Source: an optimization exercise on an open RTL-to-GDS flow (aim: small area, a short achievable clock period and few clock cycles per item). Production flows keep margins and buffers that such runs may drop. The RTL was checked by simulation tests, not by an equivalence proof against the original design. Power is estimated from default activity; no workload was simulated.

--- design/flow/config.mk ---
export PLATFORM = sky130hd
export DESIGN_NAME = drum_mixer
export DESIGN_NICKNAME = drum_mixer
export VERILOG_FILES = /design/flow/design.v
export SDC_FILE = /design/flow/constraint.sdc
export NUM_CORES = 4
export LEC_CHECK = 0
export CAP_MARGIN = 20
export CORE_MARGIN = 2
export CORE_UTILIZATION = 40
export SLEW_MARGIN = 20
--- design/flow/constraint.sdc ---
create_clock -name core_clock -period 26.0 [get_ports {clk}]
set_input_delay 5.2000 -clock core_clock [delete_from_list [all_inputs] [get_ports {clk}]]
set_output_delay 5.2000 -clock core_clock [all_outputs]
set_load 0.01 [all_outputs]
--- design/flow/design.v ---
module drum_mixer #(
    parameter N_VOICES       = 8,
    parameter NUM_DRUMS      = 16,
    parameter BUF_SIZE       = 256,
    parameter BASE_THRESHOLD = 100,
    parameter HARDEST_HIT    = 1200
) (
    input  wire        clk,
    input  wire        rst,
    input  wire        cmd_valid,
    output wire        cmd_ready,
    input  wire [47:0] cmd_word,
    input  wire        rf_valid,
    output wire        rf_ready,
    input  wire [15:0] rf_word,
    output reg         rf_done,
    output wire        srom_rd,
    output wire [7:0]  srom_drum,
    output wire [31:0] srom_pos,
    input  wire [15:0] srom_data,
    input  wire [31:0] srom_len,
    output reg         ob_we,
    output reg         ob_buf,
    output reg  [9:0]  ob_idx,
    output reg  [15:0] ob_data,
    output reg         idle,
    output reg         err,
    output wire [7:0]  nactive,
    output wire [31:0] sample_clk
);
    localparam DIV_STEPS = 2;                   
    localparam DIVISOR   = HARDEST_HIT - BASE_THRESHOLD;
    reg [7:0]  act;
    reg [3:0]  v_drum  [0:7];
    reg [11:0] v_vel   [0:7];
    reg [31:0] v_start [0:7];
    reg [7:0]  nz;                   
    reg [7:0]  ge [0:7];             
    reg [3:0]  nact_r;
    reg [31:0] S;                    
    assign sample_clk = S;
    assign nactive    = {4'd0, nact_r};
    reg        c_pend;               
    reg        c_trig;               
    reg        c_init;               
    reg [3:0]  c_cnt;                
    reg [3:0]  c_id;
    reg [15:0] c_l;                  
    reg [10:0] c_r;                  
    reg        c_sat0, c_sat1;
    wire [3:0]  op  = cmd_word[47:44];
    wire [3:0]  z   = cmd_word[43:40];
    wire [7:0]  id  = cmd_word[39:32];
    wire [15:0] a   = cmd_word[31:16];
    wire [15:0] b   = cmd_word[15:0];
    wire is_nop   = (cmd_word == 48'd0);
    wire is_trig  = (z == 4'd0) && (op == 4'h1) && (b == 16'd0);
    wire is_trign = (z == 4'd0) && (op == 4'h2) && (b == 16'd0) && (a[15:12] == 4'd0);
    wire cmd_illegal = !(is_nop || is_trig || is_trign);
    wire cmd_alloc   = (is_trig || is_trign) && (id[7:4] == 4'd0);
    assign cmd_ready = !c_pend;
    wire cmd_acc = cmd_valid && !c_pend;
    reg [10:0] dv_r;
    reg [11:0] dv_l;
    reg [11:0] dv_t;
    integer ds;
    always @(*) begin
        dv_r = c_r;
        dv_l = c_l[11:0];
        for (ds = 0; ds < DIV_STEPS; ds = ds + 1) begin
            dv_t = {dv_r, dv_l[11]};
            if (dv_t >= DIVISOR) begin
                dv_r = dv_t - DIVISOR;
                dv_l = {dv_l[10:0], 1'b1};
            end else begin
                dv_r = dv_t[10:0];
                dv_l = {dv_l[10:0], 1'b0};
            end
        end
    end
    wire [10:0] y0 = c_l[10:0] - (BASE_THRESHOLD + 1);
    wire        div_busy = c_init || (c_cnt != 4'd0);
    wire [11:0] new_vel = !c_trig ? c_l[11:0] :
                          c_sat0  ? 12'd0 :
                          c_sat1  ? 12'hFFF : c_l[11:0];
    reg        mixing;
    reg        open;                 
    reg [8:0]  left;                 
    reg        cur_b;
    reg [7:0]  done;                 
    reg        r_val, r_rd, r_first, r_emit, r_done, r_b;
    reg [2:0]  r_v;
    reg [3:0]  r_drum;
    reg [31:0] r_pos;
    reg        d_val, d_rd, d_first, d_emit, d_done, d_b;
    reg [2:0]  d_v;
    reg [31:0] d_p1;
    reg        m_val, m_rd, m_first, m_emit, m_done, m_b;
    reg [15:0] m_data;
    reg [11:0] m_vel;
    reg signed [18:0] acc;
    reg [9:0]  k;
    assign srom_rd   = r_rd;
    assign srom_drum = {4'd0, r_drum};
    assign srom_pos  = r_pos;
    assign rf_ready = !mixing && !c_pend;
    wire rf_acc = rf_valid && !mixing && !c_pend;
    wire       rw_b   = rf_word[15];
    wire [9:0] rw_len = rf_word[9:0];
    wire       rf_illegal = (rf_word[14:10] != 5'd0) || (rw_len > BUF_SIZE);
    wire       rf_run = !rf_illegal && (rw_len != 10'd0);
    wire [7:0] oh_r = r_rd ? (8'd1 << r_v) : 8'd0;
    wire [7:0] oh_d = d_rd ? (8'd1 << d_v) : 8'd0;
    wire [7:0] infl = oh_r | oh_d;
    wire [7:0] rem  = act & ~done;
    wire       samp_end = !open || (rem == 8'd0);
    wire [7:0] cand = (samp_end ? act : rem) & ~infl;
    reg [2:0] pick;
    integer pi;
    always @(*) begin
        pick = 3'd0;
        for (pi = 7; pi >= 0; pi = pi - 1)
            if (cand[pi]) pick = pi[2:0];
    end
    wire        f_new   = mixing && samp_end && (left != 9'd0) &&
                          ((cand != 8'd0) || (act == 8'd0));
    wire        f_rd    = mixing && (cand != 8'd0) && (!samp_end || (left != 9'd0));
    wire        f_flush = mixing && samp_end && (left == 9'd0);
    wire [31:0] f_pos   = S + ~v_start[pick] + {31'd0, samp_end};
    reg [7:0] is_max;
    integer ii, jj;
    always @(*) begin
        for (ii = 0; ii < 8; ii = ii + 1) begin
            is_max[ii] = 1'b1;
            for (jj = 0; jj < 8; jj = jj + 1) begin
                if (jj > ii && !ge[ii][jj]) is_max[ii] = 1'b0;
                if (jj < ii &&  ge[jj][ii]) is_max[ii] = 1'b0;
            end
        end
    end
    wire [7:0] slot_set = (act != 8'hFF) ? ~act : is_max;
    reg [2:0] slot;
    integer si;
    always @(*) begin
        slot = 3'd0;
        for (si = 7; si >= 0; si = si - 1)
            if (slot_set[si]) slot = si[2:0];
    end
    wire do_exec = c_pend && !div_busy && !mixing && (infl == 8'd0);
    wire kill = d_rd && (srom_len == d_p1);
    wire signed [28:0] prod    = $signed(m_data) * $signed({1'b0, m_vel});
    wire signed [18:0] contrib = {{2{prod[28]}}, prod[28:12]};
    wire signed [18:0] acc_in  = m_first ? 19'sd0 : acc;
    wire               sat_hi  = !acc[18] && (acc[17:11] != 7'h00);
    wire               sat_lo  =  acc[18] && (acc[17:11] != 7'h7F);
    wire [11:0]        mix     = sat_hi ? 12'h7FF : sat_lo ? 12'h800 : acc[11:0];
    integer q;
    always @(posedge clk) begin
        if (rst) begin
            mixing <= 1'b0;
            c_pend <= 1'b0;
            c_init <= 1'b0;
            c_cnt  <= 4'd0;
            err    <= 1'b0;
            S      <= 32'd0;
            act    <= 8'd0;
            r_val  <= 1'b0;
            r_rd   <= 1'b0;
        end else begin
            if ((cmd_acc && cmd_illegal) || (rf_acc && rf_illegal))
                err <= 1'b1;
            if (cmd_acc) begin
                c_pend <= cmd_alloc;
                c_trig <= is_trig;
                c_init <= cmd_alloc && is_trig;
                c_id   <= id[3:0];
                c_l    <= a;
            end else if (c_init) begin
                c_init <= 1'b0;
                c_cnt  <= 4'd12 / DIV_STEPS;
                c_sat0 <= (c_l <= BASE_THRESHOLD);
                c_sat1 <= (c_l >= HARDEST_HIT);
                c_r    <= y0;
                c_l    <= {4'd0, 1'b1, ~y0};
            end else if (c_cnt != 4'd0) begin
                c_cnt  <= c_cnt - 4'd1;
                c_r    <= dv_r;
                c_l    <= {4'd0, dv_l};
            end
            if (do_exec) begin
                c_pend <= 1'b0;
                act[slot]    <= 1'b1;
                nz[slot]     <= 1'b0;
                v_drum[slot] <= c_id;
                v_vel[slot]  <= new_vel;
                v_start[slot] <= S;
                for (q = 0; q < 8; q = q + 1) begin
                    if (q < slot) ge[q][slot] <= 1'b1;
                    if (q > slot) ge[slot][q] <= !nz[q];
                end
            end
            if (kill)
                act[d_v] <= 1'b0;
            if (rf_acc && rf_run) begin
                mixing <= 1'b1;
                open   <= 1'b0;
                left   <= rw_len[8:0];
                cur_b  <= rw_b;
            end
            r_val <= 1'b0;
            r_rd  <= 1'b0;
            if (rf_acc && !rf_run) begin
                r_val   <= 1'b1;
                r_first <= 1'b0;
                r_emit  <= 1'b0;
                r_done  <= 1'b1;
            end
            if (f_new) begin
                S    <= S + 32'd1;
                nz   <= 8'hFF;
                open <= 1'b1;
                left <= left - 9'd1;
                done <= 8'd0;
            end
            if (f_rd) begin
                if (!samp_end) done <= done | (8'd1 << pick);
                else           done <= (8'd1 << pick);
            end
            if (f_new || f_rd || f_flush) begin
                r_val   <= 1'b1;
                r_rd    <= f_rd;
                r_first <= f_new;
                r_emit  <= (f_new && open) || f_flush;
                r_done  <= f_flush;
                r_b     <= cur_b;
            end
            if (f_flush)
                mixing <= 1'b0;
        end
        r_v    <= pick;
        r_drum <= v_drum[pick];
        r_pos  <= f_pos;
        if (rst) begin
            d_val <= 1'b0;
            d_rd  <= 1'b0;
        end else begin
            d_val <= r_val;
            d_rd  <= r_rd;
        end
        d_first <= r_first;
        d_emit  <= r_emit;
        d_done  <= r_done;
        d_b     <= r_b;
        d_v     <= r_v;
        d_p1    <= r_pos + 32'd1;
        if (rst)
            m_val <= 1'b0;
        else
            m_val <= d_val;
        m_rd    <= d_rd;
        m_first <= d_first;
        m_emit  <= d_emit;
        m_done  <= d_done;
        m_b     <= d_b;
        m_data  <= srom_data;
        m_vel   <= v_vel[d_v];
        if (rst) begin
            ob_we   <= 1'b0;
            rf_done <= 1'b0;
            k       <= 10'd0;
        end else begin
            ob_we   <= m_val && m_emit;
            rf_done <= m_val && m_done;
            if (m_val && m_emit)
                k <= k + 10'd1;
            if (m_val && m_done)
                k <= 10'd0;
        end
        ob_buf  <= m_b;
        ob_idx  <= k;
        ob_data <= {4'b0011, ~mix[11], mix[10:0]};
        if (m_val && (m_first || m_rd))
            acc <= acc_in + (m_rd ? contrib : 19'sd0);
        nact_r <= act[0] + act[1] + act[2] + act[3] + act[4] + act[5] + act[6] + act[7];
        if (rst)
            idle <= 1'b0;
        else
            idle <= !mixing && !c_pend && !r_val && !d_val && !m_val &&
                    !cmd_acc && !rf_acc;
    end
endmodule
--- design/flow/run.sh ---
#!/bin/bash
# synth_recipe.tcl (not shown) runs the flow's synth.tcl, then flattens the netlist and writes it again
# the make line also repeats each setting of config.mk as NAME=value (left out here)
make -C /OpenROAD-flow-scripts/flow DESIGN_CONFIG=/design/flow/config.mk WORK_HOME=/design/flow/orfs CLKGATE_MAP_FILE= SYNTH_SCRIPT=/design/flow/synth_recipe.tcl finish
==> results.toml <==
[floorplan]
rows = 112
pin_count = 230
die_h_um = 310
floorplan.initialDensity_pct = 40.3
dieArea_um2 = 96400
die_w_um = 310
core_um2 = 93200

[pwr]
leakage_nw = 16.9
powerDensity_nw_per_um2 = 66.9
total_power_mw = 2.92
peakVddDrop_v = 0.0000532

[cts]
clock_sink_count = 699
cts_tree = "built"
cts_made_buffers = 78
clock_path_buffers = 3
clk_latency_ns = 0.66
cts_max_level = 3
cts.repair.resized = 0
postCtsHoldBufs = 0
clk_pin_slew_worst_paths_ns = 0.06
post_cts_buffers = 0
cts_root_buf = "clkbuf_16"

[route]
drt_iter0_drc = 1689
topRoutingLayerUsed = "met4"
vias = 25606
dr.pass1.iters = 5
wl_met3_mm = 4.14
routed_wl_mm = 93.0
antenna_left = 0
drc_errors = 0
wl_met1_mm = 40.1
via_per_inst = 5.20
wl_met2_mm = 46.2
avgRoutedWirePerCell_um = 18.9

[sta]
period_needed_ns = 8.33
hold_viol = 0
rsz0062_at_grt = "false"
finalCritPeriodShare_pct = 32.0
tightestPinTransition_ns = 1.06
slew_violations = 0
tns_ns = 0
clock_skew_ns = 0.0548
slew-limit-headroom_pct = 29.2
hold_ws_ns = 0.334
setup_viol = 0
max_freq_mhz = 120

[critical_path]
crit_fanout = 16
critPathRequiredTime_ns = 26.38
slowest_delay_ns = 0.70
critical_path_class = "reg2reg"
cp.arrival_ns = 8.71
endpoint_kind = "register"
slowest_stage = "dfxtp_1"
critPathLaunchType = "register"

[job]
maxCapViolCount = 0

[yosys]
synth_cells = 3420
async_reset_ff_share_pct = 0
synth_cell_types = 87
netlist_area_um2 = 37600
yosysMostFrequentCell = "nand2_1"
ys_ff_latch = 699
yosys-top-cells-count = "549 x nand2_1, 495 x edfxtp_1, 304 x inv_1"
syn_avg_cell_area_um2 = 11.0
ys.warnings.count = 1
yosysTopAreaCell = "edfxtp_1"
synth_ff_type = "edfxtp_1"
synth_edf_count = 495
synth_top_area_share_pct = 39.6
synth.area.top_cells = "edfxtp_1 40%, dfxtp_1 11%, fa_1 9.8%, nand2_1 5.5%, ha_1 4.6%"
ys_seq_area_share_pct = 50.4

[placement]
dp_hpwl_mm = 62.5
place_area_um2 = 41000
gp_congestion = 0.864
io_buffers = 217
dpl.cell_count = 4780

[layout]
drive_above_1_share_pct = 6.27
final_area_um2 = 43600
fillCellCount = 8501
stdcell_count = 4924
synthToLayoutAreaGrowth_pct = 16.1
fin_nets = 4044

[global_routing]
grt_overflow = 0
antenna_found_initial = 0
grt_pass1_vias = 25548
grt_first_pass_wirelength_mm = 147
grt_usage_pct = 19.6
grt_max_degree = 67

[min_path]
hold_class = "reg2reg"

[run_status]
status = "complete, no violations"
worst max-delay path: cells and delay by family (launching register included):
kind / cells / cell delay, ns
adders and majority gates: 7 / 3.13
DFF: 1 / 0.70
and+or+nand+nor: 3 / 0.71
AOI/OAI and AO/OA: 12 / 2.98
xor gates and xnor gates: 3 / 0.34
buffers and inverters: 4 / 0.19
state kept, by name, indices dropped and copies added (netlist names), 9 cells and up:
signal   flops
m_vel       12
ge          28
ob_data     12
r_pos       32
k           10
ob_idx      10
v_start    256
d_p1        32
c_l         16
m_data      16
c_r         11
S           32
v_vel       96
v_drum      32
acc         19
left         9
final timing paths:
kind                            slack (ns)                 to  cells after the start              from
worst min register to register        0.33     m_done$_DFF_P_                      0    d_done$_DFF_P_
worst max-delay path                 17.67  acc[18]$_DFFE_PP_                     29  m_vel[6]$_DFF_P_
worst max register to register       17.67  acc[18]$_DFFE_PP_                     29  m_vel[6]$_DFF_P_
worst min-delay path                  0.33     m_done$_DFF_P_                      0    d_done$_DFF_P_
per-stage QoR:
stage                     utilization [%]  setup slack [ns]
after floorplan                         -             15.27
after global placement               44.0             17.71
after detailed placement             44.0             17.68
after CTS                            46.8             17.69
after global routing                 46.8             17.08
final                                46.8             17.67
cells in the final DEF (no fill, tap or decap), drive strengths merged, types with 14 or more instances in the layout:
cell type and instances:
clkinv 26, mux2i 16, a21o 23, nand2 549, ha 138, nand3 123, a31oi 45, nand4 34
nor2b 43, xor2 74, and2 124, xnor2 121, clkdlybuf4s50 216, nor2 141, clkbuf 106, a211oi 14
nor3 43, a21oi 111, edfxtp 495, inv 313, nand2b 28, fa 184, o21a 38, a311oi 37
buf 35, mux4 24, and3 59, o21ai 102, or3 19, dfxtp 204, nor4 26
final cells by class:
cell class	count	area, um^2	area share, %
Sequential cell	699	18900	43.5
Multi-Input combinational cell	2265	16900	38.7
Timing Repair Buffer	251	2420	5.55
Clock buffer	106	2220	5.10
Tap cell	1254	1570	3.60
Inverter	311	1170	2.68
Clock inverter	37	402	0.921
Antenna cell	1	2.50	0.00574
power breakdown:
group          internal [mW]  switching, mW  total [mW]
clock network          0.648          0.465        1.11
registers               1.22         0.0232        1.24
logic                  0.256          0.308       0.564
total                   2.12          0.796        2.92
routing by layer:
metal,vias up,global-route usage (%)
met3,139,2.72
met4,0,6.11
met2,589,33.9
met5,-,0
met1,12718,25.4
li1,12160,-
cells by family (layout without fill, tap and decap cells):
family / count (synthesis) / count (layout) / synth area share (%)
fa+ha+maj: 322 / 322 / 14.4
simple gates: 1237 / 1237 / 15.7
other cells: 2 / 13 / 0.0200
xor+xnor: 195 / 195 / 4.55
compound gates: 458 / 458 / 8.12
flops: 699 / 699 / 50.4
buf+inv: 466 / 705 / 4.89
mux: 41 / 41 / 1.90
Testbench counts, summed over its fixed seeds: cycles 128,735, items 24,576.

## what the ideal ports hide
How much do the figures lean on ideal ports? The routed layout below was timed once more, with nothing changed but the port constraints.
Step 1 assumes that a clkbuf_16 drives the clock port and a buf_2 every other input.
Step 2 moves the port delays by t, midway between the first and last clock arrival at a register: inputs arrive t later, outputs are due t later. That takes back most of the time a late clock gives input paths.
Three values: no drivers, after step 1, after step 2; two values: the first two.
shift t [ns]: 0.699
setup slack, ns: 17.672 / 17.672 / 17.672
worst data-port slew with drivers (ns): 0.06
After both steps this run still meets setup and hold. The setup slack of this run moves by 0.000 ns with the drivers and by 0.000 ns with both steps.
